Source: an optimization exercise on an open RTL-to-GDS flow (aim: small area and a short achievable clock period). Production flows keep margins and buffers that such runs may drop.
Function was checked by simulation only, so behaviour that the tests miss may differ from the original.
Power is estimated from default activity; no workload was simulated.

--- flow/config.mk ---
export PLATFORM = sky130hd
export DESIGN_NAME = pocsag_rx
export DESIGN_NICKNAME = pocsag_rx
export VERILOG_FILES = /design/flow/design.v
export SDC_FILE = /design/flow/constraint.sdc
export NUM_CORES = 4
export LEC_CHECK = 0
export CAP_MARGIN = 20
export CORE_MARGIN = 2
export CORE_UTILIZATION = 40
export CTS_BUF_LIST = sky130_fd_sc_hd__clkbuf_8
export SLEW_MARGIN = 20
export SYNTH_HIERARCHICAL = 1
export TNS_END_PERCENT = 60
--- flow/constraint.sdc ---
create_clock -name core_clock -period 12.0 [get_ports {clk}]
set_input_delay 2.4000 -clock core_clock [delete_from_list [all_inputs] [get_ports {clk}]]
set_output_delay 2.4000 -clock core_clock [all_outputs]
set_load 0.01 [all_outputs]
--- flow/design.v ---
module slc_upd (
    input  wire        v,
    input  wire        vg,         
    input  wire        l,
    input  wire [22:0] magp,
    input  wire [24:0] c,
    input  wire [15:0] s,
    input  wire [15:0] q,
    input  wire        ci,
    input  wire        sg,
    input  wire        c7,         
    output wire [22:0] magp_n,
    output wire [24:0] c_n,
    output wire [24:0] rs,
    output wire [24:0] rk
);
    wire [15:0] mv = magp[22:7] & {16{vg}};
    wire [15:0] x  = ~q & {16{vg}};
    wire [8:0]  ah = x[15:7];
    wire [24:0] sa, ka;
    csa_row #(.W(25)) u_ra (
        .x (~c),
        .y ({{3{s[15]}}, s, 6'd0}),
        .z ({{9{q[15]}}, q}),
        .s (sa),
        .k (ka)
    );
    wire [24:0] kx = {ka[23:0], ci};
    wire [16:0] ch;
    wire [15:0] kq;
    assign ch[0] = 1'b0;
    genvar i;
    generate
        for (i = 0; i < 16; i = i + 1) begin : g_q
            if (i < 9) begin : g_4
                c42 u_c (.a(mv[i]), .b(ah[i]), .c(sa[i]), .d(kx[i]), .ci(ch[i]),
                         .co(ch[i+1]), .s(rs[i]), .k(kq[i]));
            end else begin : g_3
                c42z u_c (.a(mv[i]), .c(sa[i]), .d(kx[i]), .ci(ch[i]),
                          .co(ch[i+1]), .s(rs[i]), .k(kq[i]));
            end
        end
    endgenerate
    wire [24:16] hk;
    csa_row #(.W(1)) u_f16 (.x(sa[16]), .y(kx[16]), .z(ch[16]), .s(rs[16]), .k(hk[16]));
    generate
        for (i = 17; i < 25; i = i + 1) begin : g_h
            cl_x2  u_s (.a(sa[i]), .b(kx[i]), .y(rs[i]));
            cl_and u_k (.a(sa[i]), .b(kx[i]), .y(hk[i]));
        end
    endgenerate
    assign rk = {hk[23:16], kq, c7};
    wire [24:0] rsum;
    pfx_add #(.W(25)) u_c (.x(rs), .y(rk), .ci(1'b0), .s(rsum));
    slc_magp u_m (.magp(magp), .x(x), .sg(sg), .mv(mv), .c7(c7), .magp_n(magp_n));
    assign c_n = (v & l) ? {2'b00, magp_n} : ~rsum;
endmodule
module slc_magp (
    input  wire [22:0] magp,
    input  wire [15:0] x,
    input  wire        sg,
    input  wire [15:0] mv,
    input  wire        c7,
    output wire [22:0] magp_n
);
    wire [22:0] s1, k1, s2, k2;
    wire [22:0] k1x = {k1[21:0], ~c7};
    genvar i;
    generate
        for (i = 0; i < 23; i = i + 1) begin : g_r
            if (i < 9) begin : g_1f
                wire h;
                cl_x2   u_h (.a(magp[i]), .b(x[i]), .y(h));
                cl_xn2  u_s (.a(h), .b(x[i+7]), .y(s1[i]));
                cl_majn u_k (.a(magp[i]), .b(x[i]), .cn(x[i+7]), .y(k1[i]));
            end else if (i < 16) begin : g_1o
                cl_xn2 u_s (.a(magp[i]), .b(x[i]), .y(s1[i]));
                cl_or  u_k (.a(magp[i]), .b(x[i]), .y(k1[i]));
            end else begin : g_1c
                cl_inv u_s (.a(magp[i]), .y(s1[i]));
                assign k1[i] = magp[i];
            end
            if (i < 16) begin : g_2f
                wire h;
                cl_x2   u_h (.a(s1[i]), .b(k1x[i]), .y(h));
                cl_xn2  u_s (.a(h), .b(mv[i]), .y(s2[i]));
                cl_majn u_k (.a(s1[i]), .b(k1x[i]), .cn(mv[i]), .y(k2[i]));
            end else begin : g_2o
                cl_xn2 u_s (.a(s1[i]), .b(k1x[i]), .y(s2[i]));
                cl_or  u_k (.a(s1[i]), .b(k1x[i]), .y(k2[i]));
            end
        end
    endgenerate
    pfx_add #(.W(23)) u_a (.x(s2), .y({k2[21:0], sg}), .ci(1'b1), .s(magp_n));
endmodule
module slc_dec (
    input  wire [15:0] s,
    input  wire [24:0] rs,
    input  wire [24:0] rk,
    input  wire        dv,
    input  wire        in_pre,
    input  wire        in_sync,
    input  wire        m0,
    input  wire        m1,
    input  wire        sm,
    output wire        b_n,        
    output wire        pre_dn,
    output wire        sync_dn
);
    wire        sg = s[15];
    wire [24:0] xs = {{3{sg}}, s, 6'd0};
    wire [24:0] qs = {{9{1'b1}}, s ^ {16{~sg}}};
    wire [24:0] t;
    wire [25:0] ch;            
    assign ch[0] = 1'b0;
    genvar i;
    generate
        for (i = 0; i < 25; i = i + 1) begin : g_c
            if (i < 6) begin : g_z
                c42zt u_c (.a(rs[i]), .c(rk[i]), .e(s[i]), .sg(sg), .co(ch[i+1]), .t(t[i]));
            end else if (i < 16) begin : g_m
                c42ts u_c (.a(rs[i]), .b(rk[i]), .c(s[i-6]), .e(s[i]), .sg(sg),
                           .co(ch[i+1]), .t(t[i]));
            end else begin : g_f
                c42t1 u_c (.a(rs[i]), .b(rk[i]), .c(xs[i]), .co(ch[i+1]), .t(t[i]));
            end
        end
    endgenerate
    wire [23:0] g, p;
    generate
        for (i = 0; i < 24; i = i + 1) begin : g_pg
            if (i == 0) begin : g_0
                pg0 u_p (.t(t[0]), .c(ch[0]), .k(~sg), .g(g[0]), .p(p[0]));
            end else if (i < 17) begin : g_i
                pgk u_p (.t(t[i]), .c(ch[i]), .tp(t[i-1]), .cp(ch[i-1]), .dp(qs[i-1]),
                         .g(g[i]), .p(p[i]));
            end else begin : g_i1
                pgk1 u_p (.t(t[i]), .c(ch[i]), .tp(t[i-1]), .cp(ch[i-1]), .g(g[i]), .p(p[i]));
            end
        end
    endgenerate
    wire glo, ghin, phin, c24;
    pfx_gtree_gp #(.W(16)) u_tl (.g(g[15:0]), .p(p[15:0]), .co(glo), .po());
    pfx_gtree_gp #(.W(8))  u_th (.g(g[23:16]), .p(p[23:16]), .co(ghin), .po(phin));
    cl_node #(.PI(1), .PJ(0)) u_tj (.gi(ghin), .pi(phin), .gj(glo), .pj(1'b0), .go(c24), .po());
    wire tt;                   
    top24 u_top (.t(t[24]), .c(ch[24]), .tp(t[23]), .cp(ch[23]), .y(tt));
    wire pa = dv & in_pre  & (tt ? m1 : m0);
    wire pb = dv & in_pre  & (tt ? m0 : m1);
    wire sa = dv & in_sync & sm & ~tt;
    wire sb = dv & in_sync & sm &  tt;
    cl_muxi u_b  (.s(c24), .a(~tt), .b(tt), .y(b_n));
    cl_muxi u_pf (.s(c24), .a(pb), .b(pa), .y(pre_dn));
    cl_muxi u_sf (.s(c24), .a(sb), .b(sa), .y(sync_dn));
endmodule
module c42t (
    input  wire a, input wire b, input wire c, input wire d,
    output wire co, output wire t
);
    wire ab, cd;
    cl_x2  u_ab (.a(a), .b(b), .y(ab));
    cl_x2  u_cd (.a(c), .b(d), .y(cd));
    cl_x2  u_t  (.a(ab), .b(cd), .y(t));
    cl_maj u_co (.a(a), .b(b), .c(c), .y(co));
endmodule
module c42ts (
    input  wire a, input wire b, input wire c, input wire e, input wire sg,
    output wire co, output wire t
);
    wire ab, abs_, ce;
    cl_x2  u_ab (.a(a), .b(b), .y(ab));
    cl_xn2 u_as (.a(ab), .b(sg), .y(abs_));
    cl_x2  u_ce (.a(c), .b(e), .y(ce));
    cl_x2  u_t  (.a(abs_), .b(ce), .y(t));
    cl_maj u_co (.a(a), .b(b), .c(c), .y(co));
endmodule
module c42zt (
    input  wire a, input wire c, input wire e, input wire sg,
    output wire co, output wire t
);
    wire ac, acs;
    cl_x2  u_ac (.a(a), .b(c), .y(ac));
    cl_xn2 u_as (.a(ac), .b(sg), .y(acs));
    cl_x2  u_t  (.a(acs), .b(e), .y(t));
    cl_and u_co (.a(a), .b(c), .y(co));
endmodule
module pgk (
    input  wire t, input wire c, input wire tp, input wire cp, input wire dp,
    output wire g, output wire p
);
    wire sm = t ^ c;
    wire kp = tp ? cp : dp;
    assign g = sm & kp;
    assign p = sm | kp;
endmodule
module pg0 (
    input  wire t, input wire c, input wire k,
    output wire g, output wire p
);
    wire sm = t ^ c;
    assign g = sm & k;
    assign p = sm | k;
endmodule
module top24 (
    input  wire t, input wire c, input wire tp, input wire cp,
    output wire y
);
    assign y = t ^ c ^ (~tp | cp);
endmodule
module pgk1 (
    input  wire t, input wire c, input wire tp, input wire cp,
    output wire g, output wire p
);
    wire sm = t ^ c;
    wire kp = ~tp | cp;
    assign g = sm & kp;
    assign p = sm | kp;
endmodule
module c42t1 (
    input  wire a, input wire b, input wire c,
    output wire co, output wire t
);
    wire ab;
    cl_x2  u_ab (.a(a), .b(b), .y(ab));
    cl_xn2 u_t  (.a(ab), .b(c), .y(t));
    cl_maj u_co (.a(a), .b(b), .c(c), .y(co));
endmodule
module pfx_gtree_gp #(
    parameter W = 8
) (
    input  wire [W-1:0] g,
    input  wire [W-1:0] p,
    output wire         co,
    output wire         po
);
    localparam L = $clog2(W);
    localparam N = 1 << L;
    wire [N*(L+1)-1:0] G, P;
    genvar i, k;
    generate
        for (i = 0; i < N; i = i + 1) begin : g_pg
            if (i < W) begin : g_bi
                assign G[i] = g[i];
                assign P[i] = p[i];
            end else begin : g_pad
                assign G[i] = 1'b0;
                assign P[i] = 1'b1;
            end
        end
        for (k = 0; k < L; k = k + 1) begin : g_lvl
            for (i = 0; i < (N >> (k + 1)); i = i + 1) begin : g_n
                if (k % 2 == 0) begin : g_a
                    cl_gpa u_c (.g(G[k*N+2*i+1]), .p(P[k*N+2*i+1]), .gl(G[k*N+2*i]), .pl(P[k*N+2*i]),
                                .gn(G[(k+1)*N+i]), .pn(P[(k+1)*N+i]));
                end else begin : g_o
                    cl_gpo u_c (.gn(G[k*N+2*i+1]), .pn(P[k*N+2*i+1]), .gln(G[k*N+2*i]), .pln(P[k*N+2*i]),
                                .g(G[(k+1)*N+i]), .p(P[(k+1)*N+i]));
                end
            end
        end
    endgenerate
    assign co = G[L*N];
    assign po = P[L*N];
endmodule
module c42s (
    input  wire a, input wire b, input wire c, input wire e, input wire sg,
    input  wire d, input wire ci,
    output wire co, output wire s, output wire k
);
    wire ab, abs_, ce, t;
    cl_x2  u_ab (.a(a), .b(b), .y(ab));
    cl_xn2 u_as (.a(ab), .b(sg), .y(abs_));
    cl_x2  u_ce (.a(c), .b(e), .y(ce));
    cl_x2  u_t  (.a(abs_), .b(ce), .y(t));
    cl_maj u_co (.a(a), .b(b), .c(c), .y(co));
    cl_x2  u_s  (.a(t), .b(ci), .y(s));
    cl_mux u_k  (.s(t), .a(d), .b(ci), .y(k));
endmodule
module c42zs (
    input  wire a, input wire c, input wire e, input wire sg, input wire d,
    input  wire ci,
    output wire co, output wire s, output wire k
);
    wire ac, acs, t;
    cl_x2  u_ac (.a(a), .b(c), .y(ac));
    cl_xn2 u_as (.a(ac), .b(sg), .y(acs));
    cl_x2  u_t  (.a(acs), .b(e), .y(t));
    cl_and u_co (.a(a), .b(c), .y(co));
    cl_x2  u_s  (.a(t), .b(ci), .y(s));
    cl_mux u_k  (.s(t), .a(d), .b(ci), .y(k));
endmodule
module c42z (
    input  wire a, input wire c, input wire d, input wire ci,
    output wire co, output wire s, output wire k
);
    wire cd, t;
    cl_x2  u_cd (.a(c), .b(d), .y(cd));
    cl_x2  u_t  (.a(a), .b(cd), .y(t));
    cl_and u_co (.a(a), .b(c), .y(co));
    cl_x2  u_s  (.a(t), .b(ci), .y(s));
    cl_mux u_k  (.s(t), .a(d), .b(ci), .y(k));
endmodule
module c42 (
    input  wire a, input wire b, input wire c, input wire d, input wire ci,
    output wire co, output wire s, output wire k
);
    wire ab, cd, t;
    cl_x2  u_ab (.a(a), .b(b), .y(ab));
    cl_x2  u_cd (.a(c), .b(d), .y(cd));
    cl_x2  u_t  (.a(ab), .b(cd), .y(t));
    cl_maj u_co (.a(a), .b(b), .c(c), .y(co));
    cl_x2  u_s  (.a(t), .b(ci), .y(s));
    cl_mux u_k  (.s(t), .a(d), .b(ci), .y(k));
endmodule
module pfx_add #(
    parameter W = 8
) (
    input  wire [W-1:0] x,
    input  wire [W-1:0] y,
    input  wire         ci,
    output wire [W-1:0] s
);
    localparam L = $clog2(W);
    function integer pol(input integer k, input integer i);
        integer m, n;
        begin
            n = 0;
            for (m = 0; m < k; m = m + 1)
                n = n + ((i >> m) & 1);
            pol = n % 2;
        end
    endfunction
    wire [W*(L+1)-1:0] G, P;
    genvar i, k;
    generate
        for (i = 0; i < W; i = i + 1) begin : g_pg
            if (i == 0) begin : g_b0
                cl_maj u_g (.a(x[0]), .b(y[0]), .c(ci), .y(G[0]));
                assign P[0] = 1'b0;
            end else begin : g_bi
                cl_pg u_pg (.a(x[i]), .b(y[i]), .g(G[i]), .p(P[i]));
            end
        end
        for (k = 0; k < L; k = k + 1) begin : g_lvl
            for (i = 0; i < W; i = i + 1) begin : g_n
                if ((i >> k) & 1) begin : g_op
                    localparam integer J = ((i >> k) << k) - 1;
                    cl_node #(.PI(pol(k, i)), .PJ(pol(k, J))) u_c (
                        .gi (G[k*W+i]), .pi (P[k*W+i]), .gj (G[k*W+J]), .pj (P[k*W+J]),
                        .go (G[(k+1)*W+i]), .po (P[(k+1)*W+i]));
                end else begin : g_pass
                    assign G[(k+1)*W+i] = G[k*W+i];
                    assign P[(k+1)*W+i] = P[k*W+i];
                end
            end
        end
        for (i = 0; i < W; i = i + 1) begin : g_s
            wire h;
            cl_x2 u_h (.a(x[i]), .b(y[i]), .y(h));
            if (i == 0) begin : g_s0
                cl_x2 u_s (.a(h), .b(ci), .y(s[0]));
            end else if (pol(L, i - 1)) begin : g_sn
                cl_xn2 u_s (.a(h), .b(G[L*W+i-1]), .y(s[i]));
            end else begin : g_sp
                cl_x2 u_s (.a(h), .b(G[L*W+i-1]), .y(s[i]));
            end
        end
    endgenerate
endmodule
module pfx_gtree #(
    parameter W = 8
) (
    input  wire [W-1:0] x,
    input  wire [W-1:0] y,
    input  wire         ci,
    output wire         co
);
    localparam L = $clog2(W);
    localparam N = 1 << L;
    wire [N*(L+1)-1:0] G, P;
    genvar i, k;
    generate
        for (i = 0; i < N; i = i + 1) begin : g_pg
            if (i == 0) begin : g_b0
                cl_maj u_g (.a(x[0]), .b(y[0]), .c(ci), .y(G[0]));
                assign P[0] = 1'b0;
            end else if (i < W) begin : g_bi
                cl_pg u_pg (.a(x[i]), .b(y[i]), .g(G[i]), .p(P[i]));
            end else begin : g_pad
                assign G[i] = 1'b0;
                assign P[i] = 1'b1;
            end
        end
        for (k = 0; k < L; k = k + 1) begin : g_lvl
            for (i = 0; i < (N >> (k + 1)); i = i + 1) begin : g_n
                if (k % 2 == 0) begin : g_a
                    cl_gpa u_c (.g(G[k*N+2*i+1]), .p(P[k*N+2*i+1]), .gl(G[k*N+2*i]), .pl(P[k*N+2*i]),
                                .gn(G[(k+1)*N+i]), .pn(P[(k+1)*N+i]));
                end else begin : g_o
                    cl_gpo u_c (.gn(G[k*N+2*i+1]), .pn(P[k*N+2*i+1]), .gln(G[k*N+2*i]), .pln(P[k*N+2*i]),
                                .g(G[(k+1)*N+i]), .p(P[(k+1)*N+i]));
                end
            end
        end
    endgenerate
    assign co = G[L*N];
    assign po = P[L*N];
endmodule
module csa_row #(
    parameter W = 8
) (
    input  wire [W-1:0] x,
    input  wire [W-1:0] y,
    input  wire [W-1:0] z,
    output wire [W-1:0] s,
    output wire [W-1:0] k
);
    genvar i;
    generate
        for (i = 0; i < W; i = i + 1) begin : g_b
            wire h;
            cl_x2  u_h (.a(x[i]), .b(y[i]), .y(h));
            cl_x2  u_s (.a(h), .b(z[i]), .y(s[i]));
            cl_maj u_k (.a(x[i]), .b(y[i]), .c(z[i]), .y(k[i]));
        end
    endgenerate
endmodule
module cl_inv (input wire a, output wire y);
    assign y = ~a;
endmodule
module cl_x2 (input wire a, input wire b, output wire y);
    assign y = a ^ b;
endmodule
module cl_xn2 (input wire a, input wire b, output wire y);
    assign y = ~(a ^ b);
endmodule
module cl_mux (input wire s, input wire a, input wire b, output wire y);
    assign y = s ? b : a;
endmodule
module cl_muxi (input wire s, input wire a, input wire b, output wire y);
    assign y = ~(s ? b : a);
endmodule
module cl_node #(
    parameter PI = 0,
    parameter PJ = 0
) (
    input  wire gi, input wire pi, input wire gj, input wire pj,
    output wire go, output wire po
);
    wire gi_t = PI ? ~gi : gi;
    wire pi_t = PI ? ~pi : pi;
    wire gj_t = PJ ? ~gj : gj;
    wire pj_t = PJ ? ~pj : pj;
    wire g_t  = gi_t | (pi_t & gj_t);
    wire p_t  = pi_t & pj_t;
    assign go = PI ? g_t : ~g_t;
    assign po = PI ? p_t : ~p_t;
endmodule
module cl_and (input wire a, input wire b, output wire y);
    assign y = a & b;
endmodule
module cl_or (input wire a, input wire b, output wire y);
    assign y = a | b;
endmodule
module cl_majn (input wire a, input wire b, input wire cn, output wire y);
    assign y = (a & b) | (a & ~cn) | (b & ~cn);
endmodule
module cl_maj (input wire a, input wire b, input wire c, output wire y);
    assign y = (a & b) | (a & c) | (b & c);
endmodule
module cl_pg (input wire a, input wire b, output wire g, output wire p);
    assign g = a & b;
    assign p = a | b;
endmodule
module cl_gpa (input wire g, input wire p, input wire gl, input wire pl,
               output wire gn, output wire pn);
    assign gn = ~(g | (p & gl));
    assign pn = ~(p & pl);
endmodule
module cl_gpo (input wire gn, input wire pn, input wire gln, input wire pln,
               output wire g, output wire p);
    assign g = ~(gn & (pn | gln));
    assign p = ~(pn | pln);
endmodule
module pocsag_bch (
    input  wire [31:0] cw_in,
    output reg  [31:0] cw_out,
    output reg         fail
);
    localparam [32*11-1:0] SYN_TAB = {
        11'h769, 11'h3B5, 11'h1DB, 11'h785, 11'h3C3, 11'h689, 11'h345, 11'h1A3,
        11'h7B9, 11'h3DD, 11'h1EF, 11'h79F, 11'h4A7, 11'h53B, 11'h5F5, 11'h2FB,
        11'h615, 11'h30B, 11'h6ED, 11'h377, 11'h6D3, 11'h401, 11'h201, 11'h101,
        11'h081, 11'h041, 11'h021, 11'h011, 11'h009, 11'h005, 11'h003, 11'h001
    };
    reg [10:0] syn;
    reg [31:0] flip;
    integer p;
    always @* begin
        syn = 11'd0;
        for (p = 0; p < 32; p = p + 1)
            if (cw_in[p])
                syn = syn ^ SYN_TAB[p*11 +: 11];
        flip = 32'd0;
        for (p = 0; p < 32; p = p + 1)
            if (syn == SYN_TAB[p*11 +: 11])
                flip[p] = 1'b1;
        cw_out = cw_in ^ flip;
        fail   = (syn != 11'd0) && (flip == 32'd0);
    end
endmodule
module pocsag_rx (
    input  wire        clk,
    input  wire        rst,
    input  wire        in_valid,
    input  wire [15:0] in_sample,
    output wire        pre_found,
    output wire        sync_found,
    output wire        out_valid,
    output wire [3:0]  out_index,
    output wire [31:0] out_word,
    output wire        out_fail,
    output wire        out_addr
);
    localparam [31:0] SYNC_WORD = 32'h7CD215D8;
    localparam [1:0] S_PRE   = 2'd0,
                     S_SYNC  = 2'd1,
                     S_BATCH = 2'd2;
    wire        acc = in_valid & ~rst;
    wire        sg  = in_sample[15];
    reg  [1:0]  icnt;          
    reg         v_r;           
    reg         vg_r;          
    reg         l_r;           
    reg  [15:0] s_r;           
    reg  [15:0] q_r;           
    reg         ci_r;          
    reg         c7_r;          
    reg         sg_r;          
    reg  [22:0] magp;
    reg  [24:0] c_r;
    wire [15:0] x_in = in_sample ^ {16{sg}};    
    wire [22:0] magp_n;
    wire [24:0] c_n;
    wire [24:0] rs_n, rk_n;
    slc_upd u_upd (
        .v      (v_r),
        .vg     (vg_r),
        .l      (l_r),
        .magp   (magp),
        .c      (c_r),
        .s      (s_r),
        .q      (q_r),
        .ci     (ci_r),
        .sg     (sg_r),
        .c7     (c7_r),
        .magp_n (magp_n),
        .c_n    (c_n),
        .rs     (rs_n),
        .rk     (rk_n)
    );
    always @(posedge clk) begin
        l_r  <= (icnt == 2'd3);
        vg_r <= acc;
        s_r  <= acc ? in_sample : 16'd0;
        q_r  <= acc ? (in_sample ^ {16{~sg}}) : 16'd0;
        ci_r <= acc & ~sg;
        c7_r <= acc & ({1'b0, magp_n[6:0]} + {1'b0, x_in[6:0]} + {7'd0, sg} > 8'd127);
        sg_r <= acc & sg;
        if (rst) begin
            icnt <= 2'd0;
            v_r  <= 1'b0;
            magp <= 23'd0;
            c_r  <= 25'd0;
        end else begin
            if (in_valid)
                icnt <= icnt + 2'd1;
            v_r  <= in_valid;
            magp <= magp_n;
            c_r  <= c_n;
        end
    end
    reg  [1:0]   state;
    reg  [31:0]  sr;           
    reg  [31:0]  xr;           
    reg  [511:0] fq;           
    wire in_pre   = (state == S_PRE);
    wire in_sync  = (state == S_SYNC);
    wire in_batch = (state == S_BATCH);
    reg  m0_r, m1_r;           
    reg  sm_r;                 
    wire b_n, pre_dn, sync_dn;
    wire dv = acc & (icnt == 2'd3);
    slc_dec u_dec (
        .s       (in_sample),
        .rs      (rs_n),
        .rk      (rk_n),
        .dv      (dv),
        .in_pre  (in_pre),
        .in_sync (in_sync),
        .m0      (m0_r),
        .m1      (m1_r),
        .sm      (sm_r),
        .b_n     (b_n),
        .pre_dn  (pre_dn),
        .sync_dn (sync_dn)
    );
    reg bv_r, b_rn, pre_rn, sync_rn;
    always @(posedge clk) begin
        bv_r    <= dv;
        b_rn    <= b_n;
        pre_rn  <= pre_dn;
        sync_rn <= sync_dn;
    end
    wire b_r = ~b_rn;
    assign pre_found  = ~pre_rn;
    assign sync_found = ~sync_rn;
    reg  [9:0] pheld;
    reg  [9:0] ptrans;
    wire       pfull   = (pheld == 10'd576);
    wire       held    = (pheld != 10'd0);
    wire       t_sub   = pfull & (fq[511] ^ fq[479]);
    wire       inc0    = held &  sr[0];
    wire       inc1    = held & ~sr[0];
    wire       nfull   = pfull | (pheld == 10'd575);
    wire       ge518   = (ptrans >= 10'd518);
    wire       ge519   = (ptrans >= 10'd519);
    wire       ge520   = (ptrans >= 10'd520);
    reg  [4:0] scnt;
    reg  [3:0] widx;
    always @(posedge clk) begin
        m0_r <= nfull & ((inc0 & ~t_sub) ? ge518 : (~inc0 & t_sub) ? ge520 : ge519);
        m1_r <= nfull & ((inc1 & ~t_sub) ? ge518 : (~inc1 & t_sub) ? ge520 : ge519);
        sm_r <= (scnt == 5'd31) && (sr[30:0] == SYNC_WORD[31:1]);
    end
    wire inc  = b_r ? inc1 : inc0;
    wire pm_r = b_r ? m1_r : m0_r;
    reg        start_r;
    reg        ovalid;
    reg  [3:0] oidx;
    reg        ofail, oaddr;
    wire push     = bv_r & in_batch & (scnt == 5'd31);
    wire complete = push & (widx == 4'd15);
    wire load     = start_r | (ovalid & (oidx != 4'd15));
    wire [31:0] head = fq[511:480];
    wire [31:0] corr;
    wire        cfail;
    pocsag_bch u_bch (
        .cw_in  (head),
        .cw_out (corr),
        .fail   (cfail)
    );
    always @(posedge clk) begin
        if (rst) begin
            start_r <= 1'b0;
            ovalid  <= 1'b0;
        end else begin
            start_r <= complete;
            ovalid  <= load;
        end
        if (load) begin
            oidx  <= start_r ? 4'd0 : oidx + 4'd1;
            ofail <= cfail;
            oaddr <= ~head[31];
        end
    end
    wire [31:0] fq_in;
    genvar j;
    generate
        for (j = 0; j < 32; j = j + 1) begin : g_in
            if (j == 0) begin : g0
                assign fq_in[j] = in_pre ? xr[31] : b_r;
            end else begin : gj
                assign fq_in[j] = in_pre ? fq[15*32 + j - 1] : sr[j-1];
            end
        end
    endgenerate
    wire fq_en = (bv_r & in_pre) | push | load;
    always @(posedge clk) begin
        if (bv_r)
            sr <= {sr[30:0], b_r};
        if (in_pre) begin
            if (bv_r)
                xr <= {xr[30:0], sr[31]};
        end else if (load) begin
            xr <= corr;
        end
        if (fq_en)
            fq <= {fq[479:0], fq_in};
    end
    always @(posedge clk) begin
        if (rst) begin
            state  <= S_PRE;
            pheld  <= 10'd0;
            ptrans <= 10'd0;
            scnt   <= 5'd0;
            widx   <= 4'd0;
        end else if (bv_r) begin
            case (state)
                S_PRE: begin
                    if (pm_r) begin
                        pheld  <= 10'd0;
                        ptrans <= 10'd0;
                        scnt   <= 5'd0;
                        state  <= S_SYNC;
                    end else begin
                        if (!pfull)
                            pheld <= pheld + 10'd1;
                        if (inc & ~t_sub)
                            ptrans <= ptrans + 10'd1;
                        else if (~inc & t_sub)
                            ptrans <= ptrans - 10'd1;
                    end
                end
                S_SYNC: begin
                    if (sm_r & ~b_r) begin
                        scnt  <= 5'd0;
                        widx  <= 4'd0;
                        state <= S_BATCH;
                    end else if (scnt != 5'd31) begin
                        scnt <= scnt + 5'd1;
                    end
                end
                S_BATCH: begin
                    scnt <= scnt + 5'd1;
                    if (scnt == 5'd31) begin
                        widx <= widx + 4'd1;
                        if (widx == 4'd15)
                            state <= S_SYNC;
                    end
                end
                default: state <= S_PRE;
            endcase
        end
    end
    assign out_valid = ovalid;
    assign out_index = oidx;
    assign out_word  = xr;
    assign out_fail  = ofail;
    assign out_addr  = oaddr;
endmodule
--- flow/flow/run.sh ---
#!/bin/bash
# The standard layout (standard synthesis and the ORFS steps unchanged),
# with two differences:
# - the port buffers that buffer_ports inserts are sky130_fd_sc_hd__buf_4
#   instead of the cell it picks by default (clkdlybuf4s50_1, a delay
#   cell); every input and output port still gets its own buffer;
# - repair_timing works on every path with less than 8 ns of setup slack
#   (SETUP_SLACK_MARGIN), so it sizes up the gates on the critical paths.
#   The clock period and the constraints are the standard flow's own.
# make's output goes to standard.log; ORFS keeps each step's log under
# orfs/logs.
set -euo pipefail
export BUFFER_PORTS_ARGS="-buffer_cell sky130_fd_sc_hd__buf_4"
export SETUP_SLACK_MARGIN=8
bash standard.sh > standard.log 2>&1
--- flow/standard.sh ---
#!/bin/bash
# synth_recipe.tcl (not shown) runs the flow's synth.tcl, then flattens the netlist and writes it again
# the make line also repeats each setting of config.mk as NAME=value (left out here)
make -C /OpenROAD-flow-scripts/flow DESIGN_CONFIG=/design/flow/config.mk WORK_HOME=/design/flow/orfs CLKGATE_MAP_FILE= SYNTH_SCRIPT=/design/flow/synth_recipe.tcl "${@:-finish}"
==> results.ini, run 1 <==
[outcome]
status=timing/DRC/antenna clean

[die]
die_area_sq_mm=0.08524
initial_core_util=0.4039
io_pins=60
rows=105
core_sq_mm=0.08211
die_w_um=292.0
dieHeight_um=292.0

[synth]
ys_warn_count=8
syn_inst=2485
syn_area_sq_mm=0.03317
avgSynthCellArea_sq_um=13.35

[worst_setup_path]
cp-start-kind=flip-flop
crit_required_ps=12460
crit_path_end_kind=flip-flop
crit_type=flip-flop to flip-flop
worst_ep_arrival_time_ps=4350
path_max_fanout=12

[finish]
multi_input_area_sq_mm=0.01305
nets=2720
post_route_cells_drive_above_1_share=0.2325
design_area_sq_mm=0.03798
regArea_sq_mm=0.02004
nFillCells=7283
area_growth_pct=14.50
final_cell_count_no_fill=3836

[timing]
tns_ps=0
fmax_mhz=257.2
period_share=0.3240
hold_viol_final=0
worst_pin_slew_ps=1077
fin_crit_ps=3888
fin_worst_skew_ps=59.09
slew_headroom=0.2823
setup_viol=0
holdWs_ps=397.5
final_max_slew_viol_count=0
rsz0062_at_grt=yes

[hold_path]
min_path_type=flip-flop to flip-flop

[global_route]
grt_util_all_layers=0.1533
grt_pass1_wl_um=103200
grt_max_degree=94
grt-ovfl-total=0
grt_pass1_vias=18580
antenna_found_initial=3

[placement]
hpwl_um=44340
numPortBuffers=59
place_inst=3597
place.gp.congestion=0.8159
place_area_sq_mm=0.03495

[clock_tree]
clk-insertion-delay-late_ps=740
cts_tree=done
numCtsBuffers=115
clockRootBuffer=clkbuf_8
cts_hold_buf=0
htreeDepth=3
clockBufferDepth=3
cts.reportedPaths.clkPinSlew_ps=60
clock_sinks=710

[drt]
vias=18400
drt_iter0_markers=1241
drc_errors=0
routed_wl_um=65900
firstDrtPassIters=5
routedWlPerCell_um=17.18
viasPerCell=4.796
postRouteAntennaNets=0

[power_and_ir_drop]
swShare=0.3711
p_int_uw=5653
ir_drop_uv=247.8
power_switching_uw=3336
clock_power_share=0.232
power_density_mw_per_mm2=236.7
comb_power_share=0.457
pwr-share-seq=0.311
p_leak_uw=0.01373

[flow_run]
maxCapViolations=0

## per-layer routing
metal / vias up / share of wire / wire length, um / global-route usage
li1: 8994 / - / - / -
met2: 309 / 0.45 / 29680 / 0.2389
met1: 8988 / 0.49 / 32610 / 0.2182
met5: - / 0 / 0 / 0
met4: 0 / 0.019 / 1220 / 0.04400
met3: 105 / 0.036 / 2385 / 0.02839
## critical path, cell delays in order, from the launching register on
cell      delay [ps]
edfxtp_1         600
xnor3_2          500
xnor2_4          250
xor2_2           250
xor2_2           450
nand3_1          350
or3b_1           490
nor3b_1          350
xor2_1           110
mux2_2           270
## placed cells by master, fill, tap and decap left out, drive strengths merged, types with 28 or more instances in the layout
cell,count
inv,155
xor2,321
mux2,84
nand3,42
edfxtp,582
o21ai,86
nor2b,92
and2,107
nand2,118
mux2i,28
xnor2,226
a21oi,97
buf,102
or2,61
dfxtp,128
clkinv,35
maj3,79
nor2,120
clkbuf,119
## final timing paths
check             cells past startpoint      to  slack (ps)    start
setup / recovery                      9  xr[27]        8110  fq[501]
setup reg to reg                      9  xr[27]        8110  fq[501]
hold / removal                        0  fq[66]         400   fq[34]
hold reg to reg                       0  fq[66]         400   fq[34]
## power groups by stage
stage,clock [uW],combinational (uW),sequential [uW]
floorplan,0,3160,2820
CTS,2170,3890,2790
detailed placement,0,3810,2850
global placement,0,3720,2840
global route,2280,4530,2800
finish,2090,4110,2790
## what timing repair did
item,CTS,global route
gates resized for setup,40,52
buffers inserted,5,26
endpoints found under the setup margin,293,286
pin swaps,0,28
## per-stage QoR
step / util / worst slack, ps / total power [uW]
after floorplan: - / 5692 / 5981
after global placement: 0.4256 / 6934 / 6563
after detailed placement: 0.4256 / 6873 / 6660
after CTS: 0.4565 / 7942 / 8856
after global routing: 0.4625 / 7840 / 9607
final: 0.4625 / 8112 / 8989
## state kept, by name (all words and copies together) (netlist names), 2 cells and up
| signal | count |
|---|---|
| xr | 32 |
| pheld | 10 |
| scnt | 5 |
| q_r | 16 |
| oidx | 4 |
| state | 2 |
| c_r | 25 |
| icnt | 2 |
| sr | 32 |
| widx | 4 |
| s_r | 16 |
| fq | 512 |
| magp | 23 |
| ptrans | 10 |
## cell type report
type                       instances  area share
antenna                            1  0.00006589
clock buffer                     119     0.04313
clock inverter                    88     0.01759
inverter                         113     0.01117
multi-input combinational       1633      0.3437
sequential                       710      0.5277
tap                             1070     0.03525
timing repair buffer             102     0.02141
==> run 2, diff against run 1 <==
--- a/flow/flow/run.sh
+++ b/flow/flow/run.sh
@@ -5,5 +5,5 @@
 #   instead of the cell it picks by default (clkdlybuf4s50_1, a delay
 #   cell); every input and output port still gets its own buffer;
-# - repair_timing works on every path with less than 8 ns of setup slack
+# - repair_timing works on every path with less than 7.6 ns of setup slack
 #   (SETUP_SLACK_MARGIN), so it sizes up the gates on the critical paths.
 #   The clock period and the constraints are the standard flow's own.
@@ -12,4 +12,4 @@
 set -euo pipefail
 export BUFFER_PORTS_ARGS="-buffer_cell sky130_fd_sc_hd__buf_4"
-export SETUP_SLACK_MARGIN=8
+export SETUP_SLACK_MARGIN=7.6
 bash standard.sh > standard.log 2>&1
--- a/flow/config.mk
+++ b/flow/config.mk
@@ -12,3 +12,2 @@
 export SLEW_MARGIN = 20
 export SYNTH_HIERARCHICAL = 1
-export TNS_END_PERCENT = 60
==> run 2 against run 1 <==
Against the previous run:
- combinational power down 5.1%
- critical endpoint is now sync_rn
- routed wire length is 1.1% lower
- cell count is 0.78% lower
- worst setup slack worse by 310 ps
- clock power barely moved
- critical path type is now input pin to flip-flop
- core utilization down 0.66 points
==> results.ini, run 2 <==
[synth]
ys_warn_count=8  ; unchanged
avgSynthCellArea_sq_um=13.35  ; unchanged
syn_area_sq_mm=0.03317  ; unchanged
syn_inst=2485  ; unchanged

[die]
die_w_um=292.0  ; unchanged
io_pins=60  ; unchanged
initial_core_util=0.4039  ; unchanged
rows=105  ; unchanged
die_area_sq_mm=0.08524  ; unchanged
dieHeight_um=292.0  ; unchanged
core_sq_mm=0.08211  ; unchanged

[finish]
nets=2690  ; -1.1%
final_cell_count_no_fill=3806  ; -0.78%
post_route_cells_drive_above_1_share=0.2088  ; -0.02377
regArea_sq_mm=0.02004  ; unchanged
largest_register_ffs=512  ; unchanged
top_register=fq
multi_input_area_sq_mm=0.01276  ; -2.3%
fin_util=0.4559  ; -0.006598
largestRegisters=fq: 512 flops, sr: 32 flops, xr: 32 flops
nFillCells=7322  ; +0.54%
most-common-layout-cells=edfxtp_1 (582), xor2_1 (313), xnor2_1 (218)
area_growth_pct=12.87
final_common_cell=edfxtp_1

[timing]
fin_worst_skew_ps=56.50  ; -2.587 ps
period_share=0.3500  ; +0.02600
holdWs_ps=398.5  ; +0.9930 ps
rsz0062_at_grt=yes
hold_viol_final=0  ; unchanged
fin_crit_ps=4200  ; +312.1 ps
setup_viol=0  ; unchanged
final_max_slew_viol_count=0  ; unchanged
tns_ps=0  ; unchanged
worst_pin_slew_ps=1073  ; -4.045 ps
fmax_mhz=238.1  ; -7.4%
slew_headroom=0.2850  ; +0.002697

[power_and_ir_drop]
power_uw=8777  ; -2.4%
ir_drop_uv=249.6  ; +0.76%
power_density_mw_per_mm2=234.5  ; -0.95%
p_leak_uw=0.01351  ; -1.6%

[drt]
drt_iter0_markers=1201  ; -3.2%
vias=18260  ; -0.76%
postRouteAntennaNets=0  ; unchanged
drc_errors=0  ; unchanged
routedWlPerCell_um=17.12  ; -0.35%
viasPerCell=4.797  ; about the same
firstDrtPassIters=5  ; unchanged
routed_wl_um=65160  ; -1.1%

[global_route]
antenna_found_initial=3  ; unchanged
grt_max_degree=94  ; unchanged
grt_util_all_layers=0.1525  ; -0.0007707
grt_pass1_vias=18490  ; -0.44%
grt-ovfl-total=0  ; unchanged
grt_pass1_wl_um=102700  ; -0.47%

[worst_setup_path]
crit_path_end_kind=flip-flop
crit_required_ps=12640  ; +180 ps
cpPeakStageDelay_ps=650  ; +50 ps
crit_type=input pin to flip-flop
cpMaxStageDelayCell=nand2b_1
worstPathCellList=buf_4, nand2b_1, inv_1, and2_1, nand3_1, nor2_1, mux2i_1
worst_ep_arrival_time_ps=4840  ; +490 ps
cp-start-kind=input pin
path_max_fanout=67  ; +55

[clock_tree]
clockBufferDepth=3  ; unchanged
clock_sinks=710  ; unchanged
cts.reportedPaths.clkPinSlew_ps=60  ; about the same
numCtsBuffers=115  ; unchanged
htreeDepth=3  ; unchanged
clockRootBuffer=clkbuf_8
postCtsSetupRepairBufs=0  ; -5
cts_tree=done
clk-insertion-delay-late_ps=740  ; about the same

[placement]
hpwl_um=44340  ; unchanged
place_inst=3597  ; unchanged
numPortBuffers=59  ; unchanged
place.gp.congestion=0.8159  ; unchanged

[hold_path]
min_path_type=flip-flop to flip-flop

[outcome]
status=timing/DRC/antenna clean

[flow_run]
maxCapViolations=0  ; unchanged

[run 2: through the flow]
stage,worst slack [ps],instance area [sq um]
finish,7800,37440
floorplan,5692,33290
detailed placement,6873,34950
global route,7602,37440
global placement,6934,34950
CTS,7622,37280
[run 2: area by class of cell]
class,instances,area share
Clock inverter,88,0.01785
Tap cell,1070,0.03576
Clock buffer,119,0.04375
Multi-Input combinational cell,1633,0.3407
Timing Repair Buffer,72,0.01517
Sequential cell,710,0.5353
Antenna cell,1,0.00006684
Inverter,113,0.01133
[run 2: final timing paths]
path | from | end | slack (ps) | cells past startpoint
worst max-delay path | rst | sync_rn | 7800 | 7
worst max register to register | fq[491] | ofail | 7960 | 10
worst min-delay path | fq[428] | fq[460] | 400 | 0
worst min register to register | fq[428] | fq[460] | 400 | 0
[run 2: critical path, delay by kind of cell]
| family | cells | cell delay (ps) |
|---|---|---|
| buffers and inverters | 2 | 1070 |
| and+or+nand+nor | 4 | 1140 |
| muxes | 1 | 150 |
[run 2: per-layer routing]
| metal | vias up | track usage | part of all wire |
|---|---|---|---|
| li1 | 8954 | - | - |
| met1 | 8869 | 0.2175 | 0.50 |
| met2 | 323 | 0.2368 | 0.44 |
| met3 | 110 | 0.02839 | 0.038 |
| met4 | 0 | 0.04463 | 0.021 |
| met5 | - | 0 | 0 |
[run 2: what timing repair did]
item | 4_1_cts | 5_1_grt
cloned | 0 | 0
resized for setup | 10 | 22
endpoints found under the setup margin | 18 | 16
hold buffers | 0 | 0
[run 2: report_power, final]
part	switching, uW	leakage, uW	internal (uW)
Combinational	2220	0.00592	1680
Sequential	58.3	0.00629	2740
Clock	964	0.00130	1120
==> run 3, diff against run 2 <==
--- a/flow/flow/run.sh
+++ b/flow/flow/run.sh
@@ -5,5 +5,5 @@
 #   instead of the cell it picks by default (clkdlybuf4s50_1, a delay
 #   cell); every input and output port still gets its own buffer;
-# - repair_timing works on every path with less than 7.6 ns of setup slack
+# - repair_timing works on every path with less than 8.3 ns of setup slack
 #   (SETUP_SLACK_MARGIN), so it sizes up the gates on the critical paths.
 #   The clock period and the constraints are the standard flow's own.
@@ -12,4 +12,4 @@
 set -euo pipefail
 export BUFFER_PORTS_ARGS="-buffer_cell sky130_fd_sc_hd__buf_4"
-export SETUP_SLACK_MARGIN=7.6
+export SETUP_SLACK_MARGIN=8.3
 bash standard.sh > standard.log 2>&1
==> run 3 against run 2 <==
Against the previous run:
- die area did not move
- synthesized cell count did not move
- worst hold slack lost 16 ps
- maximum frequency is 11% higher
- critical path type unchanged
==> results.ini, run 3 <==
[hold_path]
worstHoldStart=fq[315]
hold_path_end=fq[347]
min_path_type=flip-flop to flip-flop
hold_depth=0  ; unchanged

[power_and_ir_drop]
p_int_uw=5846  ; +5.6%
power_density_mw_per_mm2=235.5  ; +0.44%
swShare=0.3726  ; +0.002994
p_leak_uw=0.01441  ; +6.7%
pwr-share-seq=0.300  ; -0.018
power_switching_uw=3472  ; +7.0%
ir_drop_uv=146.5  ; -41%
clock_power_share=0.215  ; -0.023
comb_power_share=0.485  ; +0.041

[global_route]
grt_util_all_layers=0.1604  ; +0.007877
grt_pass1_wl_um=107400  ; +4.6%
grt-ovfl-total=0  ; unchanged
grt_max_degree=216  ; +130%
antenna_found_initial=4  ; +1
grt_pass1_vias=19280  ; +4.2%

[finish]
final_common_cell=edfxtp_1
largest_register_ffs=512  ; unchanged
multi_input_area_sq_mm=0.01370  ; +7.4%
area_growth_pct=19.28
nets=2816  ; +4.7%
fin_util=0.4818  ; +0.02592
nFillCells=7054  ; -3.7%
most-common-layout-cells=edfxtp_1 (582), xor2_1 (256), xnor2_1 (192)
largestRegisters=fq: 512 flops, sr: 32 flops, xr: 32 flops
regArea_sq_mm=0.02006  ; about the same
post_route_cells_drive_above_1_share=0.2922  ; +0.08345
top_register=fq

[timing]
tns_ps=0  ; unchanged
hold_viol_final=0  ; unchanged
fin_ws_ps=8213  ; +413.6 ps
slew_headroom=0.3562  ; +0.07117
fin_crit_ps=3787  ; -413.6 ps
final_max_slew_viol_count=0  ; unchanged
rsz0062_at_grt=yes
period_share=0.3156  ; -0.03447
fin_worst_skew_ps=44.66  ; -11.84 ps
setup_viol=0  ; unchanged
worst_pin_slew_ps=964.4  ; -108.1 ps
fmax_mhz=264.1  ; +11%

[worst_setup_path]
worst_ep_arrival_time_ps=4420  ; -420 ps
crit_required_ps=12640  ; about the same
cpMaxStageDelayCell=xor2_1
path_max_fanout=34  ; -49%
crit_type=input pin to flip-flop
rr_worst_depth=18  ; +8
worstPathCellList=buf_16, xor2_1, xor2_1, xnor2_1, nand2_1, nand2_2, nor2_2, buf_4, a21oi_2, o21ai_2, inv_2, o21ai_4, mux2i_1
r2r_start=c_r[6]
crit_path_end_kind=flip-flop
cpPeakStageDelay_ps=270  ; -380 ps
cp-start-kind=input pin
reg2reg_to=pre_rn
cp_common_cell=xor2_1
ff2ff_setup_slack_ps=8260  ; +300 ps
critical_path.startpoint=in_sample[15]

[die]
die_area_sq_mm=0.08524  ; unchanged
dieHeight_um=292.0  ; unchanged
die_w_um=292.0  ; unchanged
rows=105  ; unchanged
io_pins=60  ; unchanged
core_sq_mm=0.08211  ; unchanged
initial_core_util=0.4039  ; unchanged

[synth]
syn_area_sq_mm=0.03317  ; unchanged
avgSynthCellArea_sq_um=13.35  ; unchanged
syn_inst=2485  ; unchanged
ys_warn_count=8  ; unchanged

[clock_tree]
clk-insertion-delay-late_ps=730  ; about the same
clockBufferDepth=3  ; unchanged
clock_sinks=710  ; unchanged
clockRootBuffer=clkbuf_8
cts_hold_buf=0  ; unchanged
htreeDepth=3  ; unchanged
cts_tree=done
numCtsBuffers=111  ; -3.5%
cts.reportedPaths.clkPinSlew_ps=60  ; about the same

[drt]
viasPerCell=4.811  ; +0.29%
firstDrtPassIters=7  ; +2
vias=18880  ; +3.4%
postRouteAntennaNets=0  ; unchanged
routedWlPerCell_um=17.76  ; +3.7%
drt_iter0_markers=1112  ; -7.4%
routed_wl_um=69690  ; +7.0%
drc_errors=0  ; unchanged

[placement]
pre_cts_ws_ps=7045  ; +171.3 ps
hpwl_um=44920  ; +1.3%
place.gp.congestion=0.8184  ; +0.31%
numPortBuffers=59  ; unchanged

[outcome]
status=timing/DRC/antenna clean

[flow_run]
maxCapViolations=0  ; unchanged

[run 3: changes by cell type in the layout (fill, tap and decap cells not counted), sizes merged]
cell,previous run,this run
clkinvlp,2,4
buf,72,197
clkinv,35,33
bufinv,9,7
clkbuf,119,120
inv,155,150
[run 3: worst max-delay path by stage]
stage | to | slack, ps | cells past startpoint
after global placement | b_rn | 7130 | 10
after CTS | out_word[0] | 8170 | 1
after detailed placement | pre_rn | 7040 | 8
final | pre_rn | 8210 | 13
after floorplan | fq[0] | 5690 | 4
after global routing | pre_rn | 8070 | 19
[run 3: critical path: cells and delay by family]
kind | cells | cell delay, ps
XOR/XNOR | 3 | 620
buffers and inverters | 3 | 420
AO/OA/AOI/OAI | 3 | 350
AND/OR/NAND/NOR | 3 | 330
multiplexers | 1 | 220
[run 3: power groups by stage]
stage | sequential, uW | clock [uW] | combinational [uW]
floorplan | 2820 | 0 | 3210
global placement | 2850 | 0 | 3830
detailed placement | 2850 | 0 | 3890
CTS | 2800 | 2080 | 4180
global route | 2810 | 2190 | 4950
finish | 2800 | 2000 | 4520
[run 3: layer usage]
metal	wire length, um	GRT usage	share of wire
met4	1356	0.03897	0.019
met5	0	0	0
met2	33860	0.2678	0.49
met3	2158	0.02733	0.031
met1	32310	0.2175	0.46
[run 3: repair_timing]
action,CTS,global route
cloned,1,2
buffers inserted,56,74
resized for setup,141,93
pin swaps,28,64
endpoints found under the setup margin,281,266
[run 3: metrics by stage]
stage                     hold WS [ps]  std cells  power [uW]  cell area [sq um]
after detailed placement         404.5       3594        6738              35030
final                            382.1       3925        9318              39560
after CTS                        378.5       3847        9058              38330
after global placement           400.1       3594        6681              35030
after floorplan                  400.3       2502        6036              33390
after global routing             396.7       3925        9945              39560
[run 3: cell type report]
| class | count | area share |
|---|---|---|
| Clock inverter | 80 | 0.01486 |
| Clock buffer | 116 | 0.04035 |
| Inverter | 113 | 0.01094 |
| Timing Repair Buffer | 201 | 0.04665 |
| Multi-Input combinational cell | 1633 | 0.3463 |
| Timing Repair inverter | 1 | 0.0001265 |
| Tap cell | 1070 | 0.03384 |
| Antenna cell | 1 | 0.00006325 |
| Sequential cell | 710 | 0.5069 |
==> run 4, diff against run 3 <==
--- a/flow/flow/run.sh
+++ b/flow/flow/run.sh
@@ -5,5 +5,5 @@
 #   instead of the cell it picks by default (clkdlybuf4s50_1, a delay
 #   cell); every input and output port still gets its own buffer;
-# - repair_timing works on every path with less than 8.3 ns of setup slack
+# - repair_timing works on every path with less than 8 ns of setup slack
 #   (SETUP_SLACK_MARGIN), so it sizes up the gates on the critical paths.
 #   The clock period and the constraints are the standard flow's own.
@@ -12,4 +12,4 @@
 set -euo pipefail
 export BUFFER_PORTS_ARGS="-buffer_cell sky130_fd_sc_hd__buf_4"
-export SETUP_SLACK_MARGIN=8.3
+export SETUP_SLACK_MARGIN=8
 bash standard.sh > standard.log 2>&1
--- a/flow/config.mk
+++ b/flow/config.mk
@@ -10,4 +10,5 @@
 export CORE_UTILIZATION = 40
 export CTS_BUF_LIST = sky130_fd_sc_hd__clkbuf_8
+export PLACE_DENSITY = 0.85
 export SLEW_MARGIN = 20
 export SYNTH_HIERARCHICAL = 1
==> run 4 against run 3 <==
Against the previous run:
- still clean on timing, DRC and antenna
- critical path depth is 4 lower
- sequential share of layout area is 2.3 points higher
- final area decreased by 4.3%
- core utilization decreased by 2.1 points
- via count fell by 0.65%
- register-to-register slack lost 250 ps
- maximum frequency down 5.1%
- first-iteration DRC count is 40% higher
- synthesized cell count unchanged
- die area unchanged
- worst hold slack gained 15 ps
- highest routed layer is now met5
==> results.ini, run 4 <==
[power_and_ir_drop]
p_leak_uw=0.01367  ; -5.1%
pwr-share-seq=0.319  ; +0.019
clock_power_share=0.227  ; +0.012
swShare=0.3673  ; -0.005266
power_uw=8751  ; -6.1%
comb_power_share=0.454  ; -0.031
power_switching_uw=3214  ; -7.4%
ir_drop_uv=183.8  ; +26%
power_density_mw_per_mm2=231.2  ; -1.8%
p_int_uw=5537  ; -5.3%

[finish]
post_route_cells_drive_above_1_share=0.2340  ; -0.05823
nets=2719  ; -3.4%
largestRegisters=fq: 512 flops, sr: 32 flops, xr: 32 flops
design_area_sq_mm=0.03785  ; -4.3%
area_growth_pct=14.13
final_common_cell=edfxtp_1
nFillCells=6910  ; -2.0%
most-common-layout-cells=edfxtp_1 (582), xor2_1 (295), xnor2_1 (215)
largest_register_ffs=512  ; unchanged
top_register=fq

[global_route]
grt_pass1_vias=18120  ; -6.0%
grt_pass1_wl_um=96550  ; -10%
grt_max_degree=188  ; -13%
grt_util_all_layers=0.1432  ; -0.01720
antenna_found_initial=6  ; +2
grt-ovfl-total=0  ; unchanged

[synth]
syn_inst=2485  ; unchanged
ys_warn_count=8  ; unchanged
avgSynthCellArea_sq_um=13.35  ; unchanged
syn_area_sq_mm=0.03317  ; unchanged

[drt]
top_layer=met5
firstDrtPassIters=6  ; -1
vias=18760  ; -0.65%
postRouteAntennaNets=0  ; unchanged
viasPerCell=4.890  ; +1.7%
drc_errors=0  ; unchanged
dr_wl_met2_um=31330  ; -7.5%
met1_length_um=27230  ; -16%
routedWlPerCell_um=16.73  ; -5.8%
routed_wl_um=64190  ; -7.9%
wl_met3_um=4010  ; +86%
drt_iter0_markers=1558  ; +40%

[clock_tree]
clockBufferDepth=3  ; unchanged
clockRootBuffer=clkbuf_8
clock_sinks=710  ; unchanged
cts_hold_buf=0  ; unchanged
clk-insertion-delay-late_ps=710  ; -20 ps
htreeDepth=3  ; unchanged
cts.reportedPaths.clkPinSlew_ps=70  ; about the same
cts_tree=done
numCtsBuffers=104  ; -6.3%

[die]
initial_core_util=0.4039  ; unchanged
die_area_sq_mm=0.08524  ; unchanged
rows=105  ; unchanged
io_pins=60  ; unchanged
die_w_um=292.0  ; unchanged
dieHeight_um=292.0  ; unchanged
core_sq_mm=0.08211  ; unchanged

[hold_path]
hold_depth=0  ; unchanged
min_path_type=flip-flop to flip-flop
worstHoldStart=fq[308]
hold_path_end=fq[340]

[worst_setup_path]
ff2ff_setup_slack_ps=8010  ; -250 ps
r2r_start=fq[500]
cp-start-kind=flip-flop
crit_path_end_kind=flip-flop
worst_ep_arrival_time_ps=4450  ; +30 ps
crit_required_ps=12460  ; -180 ps
reg2reg_to=xr[27]
rr_worst_depth=9  ; -9
path_max_fanout=12  ; -65%
crit_type=flip-flop to flip-flop

[timing]
period_share=0.3324  ; +0.01681
worst_pin_slew_ps=1040  ; +75.86 ps
fmax_mhz=250.7  ; -5.1%
holdWs_ps=397.3  ; +15.21 ps
fin_worst_skew_ps=42.15  ; -2.503 ps
hold_viol_final=0  ; unchanged
setup_viol=0  ; unchanged
tns_ps=0  ; unchanged
fin_ws_ps=8012  ; -201.7 ps
slew_headroom=0.3065  ; -0.04969
rsz0062_at_grt=yes
fin_crit_ps=3988  ; +201.7 ps
final_max_slew_viol_count=0  ; unchanged

[outcome]
status=timing/DRC/antenna clean

[placement]
hpwl_um=41170  ; -8.4%
pre_cts_ws_ps=7129  ; +84.21 ps
numPortBuffers=59  ; unchanged
place.gp.congestion=0.8591  ; +5.0%
place_area_sq_mm=0.03495  ; -0.20%

[flow_run]
maxCapViolations=0  ; unchanged

## run 4: worst max-delay path by stage
| stage | from | endpoint | slack [ps] | cells after the start |
|---|---|---|---|---|
| after floorplan | oidx[0] | fq[0] | 5690 | 4 |
| after global placement | in_sample[15] | pre_rn | 7180 | 10 |
| after detailed placement | in_sample[15] | b_rn | 7130 | 10 |
| after CTS | vg_r | c_r[18] | 7980 | 15 |
| after global routing | fq[500] | xr[27] | 7920 | 9 |
| final | fq[500] | xr[27] | 8010 | 9 |
## run 4: metrics by stage
stage,util,cells
floorplan,-,2502
global placement,0.4257,3596
detailed placement,0.4257,3596
CTS,0.4535,3793
global route,0.4610,3836
finish,0.4610,3836
## run 4: final cells by class
| type | count | area (sq um) | area share |
|---|---|---|---|
| clock buffer | 114 | 1569 | 0.04145 |
| sequential | 710 | 20040 | 0.5295 |
| timing repair buffer | 112 | 892.1 | 0.02357 |
| clock inverter | 83 | 601.8 | 0.01590 |
| multi-input combinational | 1633 | 12980 | 0.3429 |
| antenna | 1 | 2.502 | 0.00006611 |
| inverter | 113 | 424.2 | 0.01121 |
| tap | 1070 | 1339 | 0.03537 |
## run 4: routing by layer
| layer | vias to the layer above | GRT usage |
|---|---|---|
| met5 | - | 0 |
| met4 | 2 | 0.05469 |
| met3 | 122 | 0.02870 |
| met2 | 510 | 0.2326 |
| met1 | 9130 | 0.1890 |
| li1 | 8995 | - |
## run 4: timing repair
action,CTS,global route
endpoints found under the setup margin,28,26
endpoints found under the hold margin,0,0
pin swaps,0,28
setup buffers,0,41
gates cloned,0,0
gates resized for setup,27,48
## run 4: critical path, cell delays in order, from the launching register on
cell and delay, ps:
edfxtp_1 600, xnor3_2 580, xnor2_4 280, xor2_2 290, xor2_2 480, nand3_1 330, or3b_1 480, nor3b_1 320
xor2_1 110, mux2_2 270
## run 4: power by group through the flow
stage / clock [uW] / sequential [uW] / combinational (uW)
finish: 1990 / 2790 / 3970
global route: 2140 / 2800 / 4370
CTS: 2030 / 2790 / 3810
detailed placement: 0 / 2840 / 3750
global placement: 0 / 2840 / 3680
floorplan: 0 / 2820 / 3160
==> run 5, diff against run 4 <==
--- a/flow/config.mk
+++ b/flow/config.mk
@@ -10,5 +10,5 @@
 export CORE_UTILIZATION = 40
 export CTS_BUF_LIST = sky130_fd_sc_hd__clkbuf_8
-export PLACE_DENSITY = 0.85
+export PLACE_DENSITY = 0.92
 export SLEW_MARGIN = 20
 export SYNTH_HIERARCHICAL = 1
==> run 5 against run 4 <==
Against the previous run:
- sequential share of layout area increased by 0.35 points
- cell count decreased by 0.81%
- combinational power increased by 1%
- critical path depth unchanged
- first-iteration DRC count decreased by 6.5%
- total power increased by 0.45%
- global-route usage increased by 0.28 points
==> results.ini, run 5 <==
[die]
rows=105  ; unchanged
initial_core_util=0.4039  ; unchanged
io_pins=60  ; unchanged
core_sq_mm=0.08211  ; unchanged
die_area_sq_mm=0.08524  ; unchanged
dieHeight_um=292.0  ; unchanged
die_w_um=292.0  ; unchanged

[timing]
fin_ws_ps=8093  ; +80.90 ps
slew_headroom=0.2958  ; -0.01068
setup_viol=0  ; unchanged
worst_pin_slew_ps=1056  ; +16.02 ps
fin_worst_skew_ps=45.55  ; +3.392 ps
fmax_mhz=255.9  ; +2.1%
rsz0062_at_grt=yes
holdWs_ps=380.3  ; -17.02 ps
tns_ps=0  ; unchanged
hold_viol_final=0  ; unchanged
fin_crit_ps=3907  ; -80.90 ps
final_max_slew_viol_count=0  ; unchanged
period_share=0.3256  ; -0.006742

[drt]
routed_wl_um=64840  ; +1.0%
vias=18800  ; +0.21%
viasPerCell=4.940  ; +1.0%
postRouteAntennaNets=0  ; unchanged
drt_iter0_markers=1457  ; -6.5%
firstDrtPassIters=5  ; -1
drc_errors=0  ; unchanged
routedWlPerCell_um=17.04  ; +1.8%

[global_route]
grt_pass1_vias=18400  ; +1.5%
grt_pass1_wl_um=98460  ; +2.0%
grtUsageMet1=0.1876  ; -0.001431
antenna_found_initial=4  ; -2
use_met2=0.2463  ; +0.01376
grt-ovfl-total=0  ; unchanged
gr-usage-met3=0.02915  ; +0.0004567
grt_util_all_layers=0.1459  ; +0.002761
grt_max_degree=211  ; +12%
busiest_layer=met2

[clock_tree]
htreeDepth=3  ; unchanged
cts_hold_buf=0  ; unchanged
clockRootBuffer=clkbuf_8
clock_sinks=710  ; unchanged
clockBufferDepth=3  ; unchanged
cts.reportedPaths.clkPinSlew_ps=70  ; about the same
numCtsBuffers=105  ; +0.96%
clk-insertion-delay-late_ps=740  ; +30 ps
cts_tree=done

[finish]
largestRegisters=fq: 512 flops, sr: 32 flops, xr: 32 flops
nets=2696  ; -0.85%
area_growth_pct=13.39
final_common_cell=edfxtp_1
largest_register_ffs=512  ; unchanged
post_route_cells_drive_above_1_share=0.2231  ; -0.01088
top_register=fq
nFillCells=6728  ; -2.6%
design_area_sq_mm=0.03761  ; -0.65%
most-common-layout-cells=edfxtp_1 (582), xor2_1 (297), xnor2_1 (218)

[placement]
hpwl_um=41950  ; +1.9%
pre_cts_ws_ps=6844  ; -284.8 ps
numPortBuffers=59  ; unchanged
place.gp.congestion=0.8835  ; +2.8%
place_area_sq_mm=0.03495  ; about the same

[worst_setup_path]
crit_required_ps=12490  ; +30 ps
worst_ep_arrival_time_ps=4390  ; -60 ps
critPathBufInv=0  ; unchanged
crit_type=flip-flop to flip-flop
crit_path_end_kind=flip-flop
cp-start-kind=flip-flop
path_max_fanout=8  ; -4
cpPeakStageDelay_ps=790  ; +190 ps
crit_family=XOR/XNOR gates
cpMaxStageDelayCell=edfxtp_1
cp_common_cell=xnor2_2
worstPathCellList=xor2_1, xnor2_2, xnor3_1, xnor3_2, mux2i_2, or2_4, or4_4, xnor2_2, mux2_2

[synth]
avgSynthCellArea_sq_um=13.35  ; unchanged
ys_warn_count=8  ; unchanged
syn_inst=2485  ; unchanged
syn_area_sq_mm=0.03317  ; unchanged

[outcome]
status=timing/DRC/antenna clean

[power_and_ir_drop]
power_switching_uw=3263  ; +1.5%
pwr-share-seq=0.318  ; about the same
swShare=0.3712  ; +0.003878
ir_drop_uv=161.5  ; -12%
power_density_mw_per_mm2=233.7  ; +1.1%
comb_power_share=0.458  ; +0.004
p_leak_uw=0.01349  ; -1.4%
clock_power_share=0.224  ; -0.003
p_int_uw=5528  ; -0.16%

[flow_run]
maxCapViolations=0  ; unchanged

[hold_path]
min_path_type=flip-flop to flip-flop

-- run 5: worst register-to-register path, delay by kind of cell (launching register included) --
| family | cells | cell delay, ps |
|---|---|---|
| xor+xnor | 5 | 1460 |
| simple gates | 2 | 890 |
| flops | 1 | 790 |
| mux | 2 | 540 |
-- run 5: power groups by stage --
stage | combinational, uW | clock, uW | sequential (uW)
detailed placement | 3740 | 0 | 2850
CTS | 3800 | 2020 | 2800
finish | 4020 | 1970 | 2800
floorplan | 3160 | 0 | 2820
global placement | 3640 | 0 | 2840
global route | 4400 | 2120 | 2800
-- run 5: final cells by class --
| type | instances | area (sq um) | share of cell area |
|---|---|---|---|
| clock buffer | 111 | 1528 | 0.04062 |
| timing repair buffer | 87 | 714.4 | 0.01900 |
| inverter | 113 | 424.2 | 0.01128 |
| multi-input combinational | 1634 | 12950 | 0.3444 |
| antenna | 1 | 2.502 | 0.00006654 |
| sequential | 710 | 20050 | 0.5330 |
| tap | 1070 | 1339 | 0.03560 |
| clock inverter | 79 | 601.8 | 0.01600 |
-- run 5: routing by layer --
metal  vias up  part of all wire
met5         -           0.00015
met4         2             0.025
met3       117             0.064
met2       591              0.49
met1      9142              0.42
li1       8946                 -
-- run 5: worst paths after layout --
kind | endpoint | start | cells past startpoint | slack [ps]
worst max register to register | xr[31] | fq[511] | 9 | 8090
worst max-delay path | xr[31] | fq[511] | 9 | 8090
worst min register to register | fq[437] | fq[405] | 0 | 380
worst min-delay path | fq[437] | fq[405] | 0 | 380
-- run 5: per-stage QoR --
stage	std cells	total power (uW)	util
finish	3805	8791	0.4580
detailed placement	3595	6588	0.4256
global placement	3595	6482	0.4256
CTS	3785	8608	0.4530
floorplan	2502	5988	-
global route	3805	9317	0.4580
-- run 5: repair_timing --
action | CTS | global route
endpoints found under the setup margin | 46 | 191
cloned | 0 | 2
gates resized for setup | 27 | 40
pin swaps | 0 | 26
setup buffers | 0 | 17
==> run 6, diff against run 5 <==
--- a/flow/config.mk
+++ b/flow/config.mk
@@ -8,7 +8,7 @@
 export CAP_MARGIN = 20
 export CORE_MARGIN = 2
-export CORE_UTILIZATION = 40
+export CORE_UTILIZATION = 48
 export CTS_BUF_LIST = sky130_fd_sc_hd__clkbuf_8
-export PLACE_DENSITY = 0.92
+export PLACE_DENSITY_LB_ADDON = 0.2
 export SLEW_MARGIN = 20
 export SYNTH_HIERARCHICAL = 1
==> run 6 against run 5 <==
Against the previous run:
- total power rose by 0.13%
- global-route usage rose by 3.4 points
- sequential power barely moved
- sequential cell count did not move
- non-clock buffer count rose by 27
- synthesized area did not move
- synthesized cell count did not move
- cell count fell by 3.9%
- sequential share of layout area fell by 0.18 points
- first-iteration DRC count fell by 22%
- clock skew fell by 12 ps
- combinational power rose by 1%
- critical endpoint is now out_word[28]
- largest power group unchanged
==> results.ini, run 6 <==
[outcome]
status=timing/DRC/antenna clean

[power_and_ir_drop]
ir_drop_uv=256.5  ; +59%
pwr-share-seq=0.317  ; about the same
power_density_mw_per_mm2=233.3  ; -0.21%
clock_power_share=0.221  ; -0.003
comb_power_share=0.462  ; +0.004
p_int_uw=5529  ; about the same
p_leak_uw=0.01372  ; +1.7%
power_uw=8802  ; +0.13%
swShare=0.3718  ; +0.0005770
power_switching_uw=3272  ; +0.28%

[placement]
hpwl_um=42300  ; +0.84%
numPortBuffers=59  ; unchanged
place.gp.congestion=0.8130  ; -8.0%

[timing]
final_max_slew_viol_count=0  ; unchanged
tns_ps=0  ; unchanged
setup_viol=0  ; unchanged
rsz0062_at_grt=no
fin_crit_ps=3847  ; -60.23 ps
hold_viol_final=0  ; unchanged
fin_worst_skew_ps=33.65  ; -11.90 ps
slew_headroom=0.2767  ; -0.01912
fmax_mhz=259.9  ; +1.6%
holdWs_ps=397.6  ; +17.27 ps
period_share=0.3206  ; -0.005019
worst_pin_slew_ps=1085  ; +28.67 ps

[die]
core_sq_mm=0.06847  ; -17%
die_w_um=266.9  ; -8.6%
dieHeight_um=266.9  ; -8.6%
rows=96  ; -8.6%
initial_core_util=0.4844  ; +0.08050
io_pins=60  ; unchanged
die_area_sq_mm=0.07122  ; -16%

[global_route]
grt_pass1_wl_um=100300  ; +1.8%
grt_util_all_layers=0.1802  ; +0.03425
grt_pass1_vias=18330  ; -0.38%
grt_max_degree=194  ; -8.1%
grt-ovfl-total=0  ; unchanged
antenna_found_initial=1  ; -3

[worst_setup_path]
cpMaxStageDelayCell=edfxtp_1
crit_family=flip-flops
crit_type=flip-flop to output pin
crit_path_end_kind=output pin
worst_ep_arrival_time_ps=1450  ; -2940 ps
worstPathCellList=buf_4
critPathBufInv=1  ; +1
cpPeakStageDelay_ps=520  ; -270 ps
cp-start-kind=flip-flop
crit_required_ps=9600  ; -2890 ps
path_max_fanout=2  ; -6
ff2ff_setup_slack_ps=8190  ; +100 ps

[finish]
largest_register_ffs=512  ; unchanged
nets=2731  ; +1.3%
largestRegisters=fq: 512 flops, sr: 32 flops, xr: 32 flops
top_register=fq
area_growth_pct=13.77
most-common-layout-cells=edfxtp_1 (582), xor2_1 (283), xnor2_1 (215)
post_route_cells_drive_above_1_share=0.2378  ; +0.01472
final_common_cell=edfxtp_1

[clock_tree]
numCtsBuffers=113  ; +7.6%
clk-insertion-delay-late_ps=720  ; -20 ps
htreeDepth=3  ; unchanged
cts_hold_buf=0  ; unchanged
clockRootBuffer=clkbuf_8
clockBufferDepth=3  ; unchanged
cts.reportedPaths.clkPinSlew_ps=60  ; about the same
clock_sinks=710  ; unchanged
cts_tree=done

[synth]
ys_warn_count=8  ; unchanged
syn_area_sq_mm=0.03317  ; unchanged
syn_inst=2485  ; unchanged
avgSynthCellArea_sq_um=13.35  ; unchanged

[drt]
viasPerCell=4.993  ; +1.1%
vias=18260  ; -2.8%
routedWlPerCell_um=17.59  ; +3.2%
drt_iter0_markers=1137  ; -22%
routed_wl_um=64360  ; -0.74%
postRouteAntennaNets=0  ; unchanged
drc_errors=0  ; unchanged
firstDrtPassIters=5  ; unchanged

[hold_path]
min_path_type=flip-flop to flip-flop

[flow_run]
maxCapViolations=0  ; unchanged

[run 6: cell types whose count changed in the layout (fill, tap and decap cells not counted), sizes merged]
cell	before	now
buf	86	113
bufinv	7	4
clkbuf	112	116
clkinv	33	37
clkinvlp	6	3
inv	146	158
nand3	42	43
o21ai	87	86
[run 6: path summary, 6_finish.rpt]
path | start | end | depth (start not counted)
hold reg to reg | fq[386] | fq[418] | 0
hold / removal | fq[386] | fq[418] | 0
setup reg to reg | fq[501] | xr[10] | 11
setup / recovery | xr[28] | out_word[28] | 1
[run 6: metal layers]
metal  wire (um)  global-route usage
met4        1471             0.06134
met3        2270             0.02786
met5           0                   0
met1       30350              0.2497
met2       30260              0.2898
[run 6: what timing repair did]
item | in CTS | in global routing
cloned | 0 | 2
endpoints found under the hold margin | 0 | 0
gates resized for setup | 38 | 61
pin swaps | 1 | 50
endpoints found under the setup margin | 204 | 199
buffers inserted | 1 | 43
[run 6: cell type report]
| class | instances | area [sq um] |
|---|---|---|
| Fill cell | 5723 | 30730 |
| Sequential cell | 710 | 20040 |
| Multi-Input combinational cell | 1634 | 13120 |
| Clock buffer | 115 | 1583 |
| Tap cell | 882 | 1104 |
| Timing Repair Buffer | 114 | 917.1 |
| Clock inverter | 89 | 543.0 |
| Inverter | 113 | 424.2 |
| Antenna cell | 1 | 2.502 |
[run 6: power groups by stage]
stage	registers, uW	clock network (uW)	logic, uW
final	2790	1940	4070
after global routing	2800	2120	4510
after CTS	2790	2020	3860
after detailed placement	2840	0	3770
after global placement	2840	0	3690
after floorplan	2820	0	3160
[run 6: per-stage QoR]
| stage | utilization | cell area, sq um | cells | worst slack [ps] |
|---|---|---|---|---|
| after CTS | 0.5407 | 37020 | 3612 | 8025 |
| final | 0.5511 | 37730 | 3658 | 8153 |
| after detailed placement | 0.5070 | 34710 | 3407 | 6815 |
| after floorplan | - | 33300 | 2502 | 5692 |
| after global routing | 0.5511 | 37730 | 3658 | 7936 |
| after global placement | 0.5070 | 34710 | 3407 | 6967 |

Check on run 6: ideal ports give 8.153 ns setup slack; a clkbuf_16 on the clock port and buf_2 on the inputs give 8.093 ns; moving port delays by the midpoint clock arrival (0.760 ns) as well gives 7.355 ns.
